This design comes from an exercise in tuning for small area, a short achievable clock period and few clock cycles per item on the open sky130 flow, not from production work. Function was checked by simulation only, so behaviour that the tests miss may differ from the original. Power and IR drop assume default switching activity.

job 105:
Design csum_unit, start of the top module:
module csum_unit #(
    parameter [15:0] RXB         = 16'h4000,
    parameter [15:0] TXB         = 16'h8000,
    parameter [15:0] RXBUF_SIZE  = 16'd1536,
    parameter [15:0] TXBUF_SIZE  = 16'd1536
) (
    input  wire        clk,
    input  wire        rst,           
    input  wire        cmd_valid,
    output wire        cmd_ready,
    input  wire [31:0] cmd_seed,
    input  wire [15:0] cmd_addr,
    input  wire [15:0] cmd_len,
    output wire        mem_req,
    input  wire        mem_gnt,
    output wire [13:0] mem_waddr,
    input  wire [31:0] mem_rdata,
    output wire        rsp_valid,
    output wire        rsp_err,
    output wire [15:0] rsp_sum
);
Settings: LEC_CHECK=0, CAP_MARGIN=20, CORE_MARGIN=2, CORE_UTILIZATION=40, SLEW_MARGIN=20; clock period 10.0 ns.
standard.sh (not shown) runs the stock make flow with config.mk's settings and CLKGATE_MAP_FILE= SYNTH_SCRIPT=/design/flow/synth_recipe.tcl, a recipe that flattens the netlist after the stock synthesis.
==> flow/flow/run.sh <==
#!/bin/bash
export BUFFER_PORTS_ARGS="-buffer_cell sky130_fd_sc_hd__buf_1"
bash standard.sh > standard.log 2>&1
Testbench counts of job 105, summed over its fixed seeds: cycles 63,962, items 512.
Relative to job 105, the following input files were edited for job 104:
--- a/flow/flow/run.sh
+++ b/flow/flow/run.sh
@@ -2,0 +3 @@
+export SETUP_SLACK_MARGIN=6.8
Results
Looking at half-perimeter wire length after placement, job 104 sits about 0.53% lower than job 105 does. Re non-clock buffer count: job 104 is 3.8% up on job 105. Job 104 vs. job 105: area added between synthesis and finish +1.8 points, worst supply voltage drop on vdd +about 12%, maximum clock frequency +36 MHz, global-route met3 utilization -1.5 points, headroom to the max-slew limit -3.5 points. Of job 104 and job 105, it is job 104 that has the higher internal power component. Taking job 105 as the reference point, the final cell count of job 104 rises by 0.53%. There was hardly any difference in worst clock skew between job 104 and job 105. Job 104 does better than job 105 on register-to-register setup slack.

Setup of oak:
csum_unit, a different RTL version from the one above (not shown whole).
Size: ~650 cells after synthesis, about 110 flip-flops, roughly 130 I/O pins, ~6100 um^2 of cells after synthesis.
==> flow/config.mk <==
export PLATFORM = sky130hd
export DESIGN_NAME = csum_unit
export DESIGN_NICKNAME = csum_unit
export VERILOG_FILES = /design/flow/design.v
export SDC_FILE = /design/flow/constraint.sdc
export NUM_CORES = 4
export LEC_CHECK = 0
export CAP_MARGIN = 20
export CORE_MARGIN = 2
export CORE_UTILIZATION = 40
export GPL_TIMING_DRIVEN = 0
export SLEW_MARGIN = 20
==> flow/constraint.sdc <==
create_clock -name core_clock -period 10.0 [get_ports {clk}]
set_input_delay 2.0000 -clock core_clock [delete_from_list [all_inputs] [get_ports {clk}]]
set_output_delay 2.0000 -clock core_clock [all_outputs]
set_load 0.01 [all_outputs]
==> flow/flow/run.sh <==
#!/bin/bash
export BUFFER_PORTS_ARGS="-buffer_cell sky130_fd_sc_hd__buf_1"
export SETUP_SLACK_MARGIN=7.0
bash standard.sh > standard.log 2>&1
oak closes out successfully: all stages finished, all timing, DRC and antenna checks passed.
Testbench counts of oak, summed over its fixed seeds: cycles 63,482, items 512.
Input changes introduced in pine (baseline for comparison: oak):
Settings: CORE_UTILIZATION: 40 -> 50; GPL_TIMING_DRIVEN: 0 -> unset.
==> summary.txt <==
The run showing the greater time the worst path needs with I/O delays and setup is oak.
pine did not stop at any stage, and its layout met the timing, design-rule and antenna checks.
Per the comparison of pine with oak, relative slew slack saw an increase, portion of total power attributed to the clock network saw little to no change.
In the reports for pine and oak, the smaller sequential share of cell area belongs to oak.
Total area of multi-input combinational cells: oak vs pine, no meaningful difference
Input changes introduced in birch (baseline for comparison: pine):
Settings: CORE_UTILIZATION: 50 -> 40.
diff --git a/flow/flow/run.sh b/flow/flow/run.sh
--- a/flow/flow/run.sh
+++ b/flow/flow/run.sh
@@ -3 +3 @@
-export SETUP_SLACK_MARGIN=7.0
+export SETUP_SLACK_MARGIN=7.1
[summary]
- Number of iterations in the first detailed-routing pass in birch is 1 above pine.
- Summary of birch over pine: final core area utilization fell by 11 points, arrival time at the worst endpoint went down.
Modified inputs, maple compared to birch
diff --git a/flow/flow/run.sh b/flow/flow/run.sh
--- a/flow/flow/run.sh
+++ b/flow/flow/run.sh
@@ -3 +3 @@
-export SETUP_SLACK_MARGIN=7.1
+export SETUP_SLACK_MARGIN=7.05
### Flow results
Re setup slack: maple and birch aren't equal, and the higher value belongs to birch.
maple vs. birch: post-route clock period utilization about even; met1 wire length fell 73 um.

[port drivers added, routing unchanged]
The results above use ideal ports. As a check the final layouts listed here were re-extracted and re-timed, cells and wires unchanged.
Step 1 assumes that a clkbuf_16 drives the clock port and a buf_2 every other input.
Step 2 also shifts input and output timing later by t, the mid clock arrival at the registers, as if the neighbouring blocks saw the same clock.
Slacks: ideal ports / drivers / drivers and shift; pairs: ideal ports / drivers.
run	t, ns	setup WS [ns]	worst setup path after step 2	worst data-port slew with drivers (ns)
job 105	0.395	6.488 / 6.488 / 6.488	register to register	0.05
job 104	0.391	6.884 / 6.843 / 6.583	input to register	0.05
oak	0.402	7.000 / 6.958 / 6.731	input to register	0.04
pine	0.393	7.058 / 7.017 / 6.744	input to register	0.04
birch	0.396	7.078 / 7.038 / 6.779	input to register	0.04
maple	0.398	7.074 / 7.033 / 6.768	input to register	0.04
After both steps every run listed still meets setup and hold. The setup slack of pine, which loses most, moves by -0.041 ns with the drivers and by -0.314 ns with both steps.
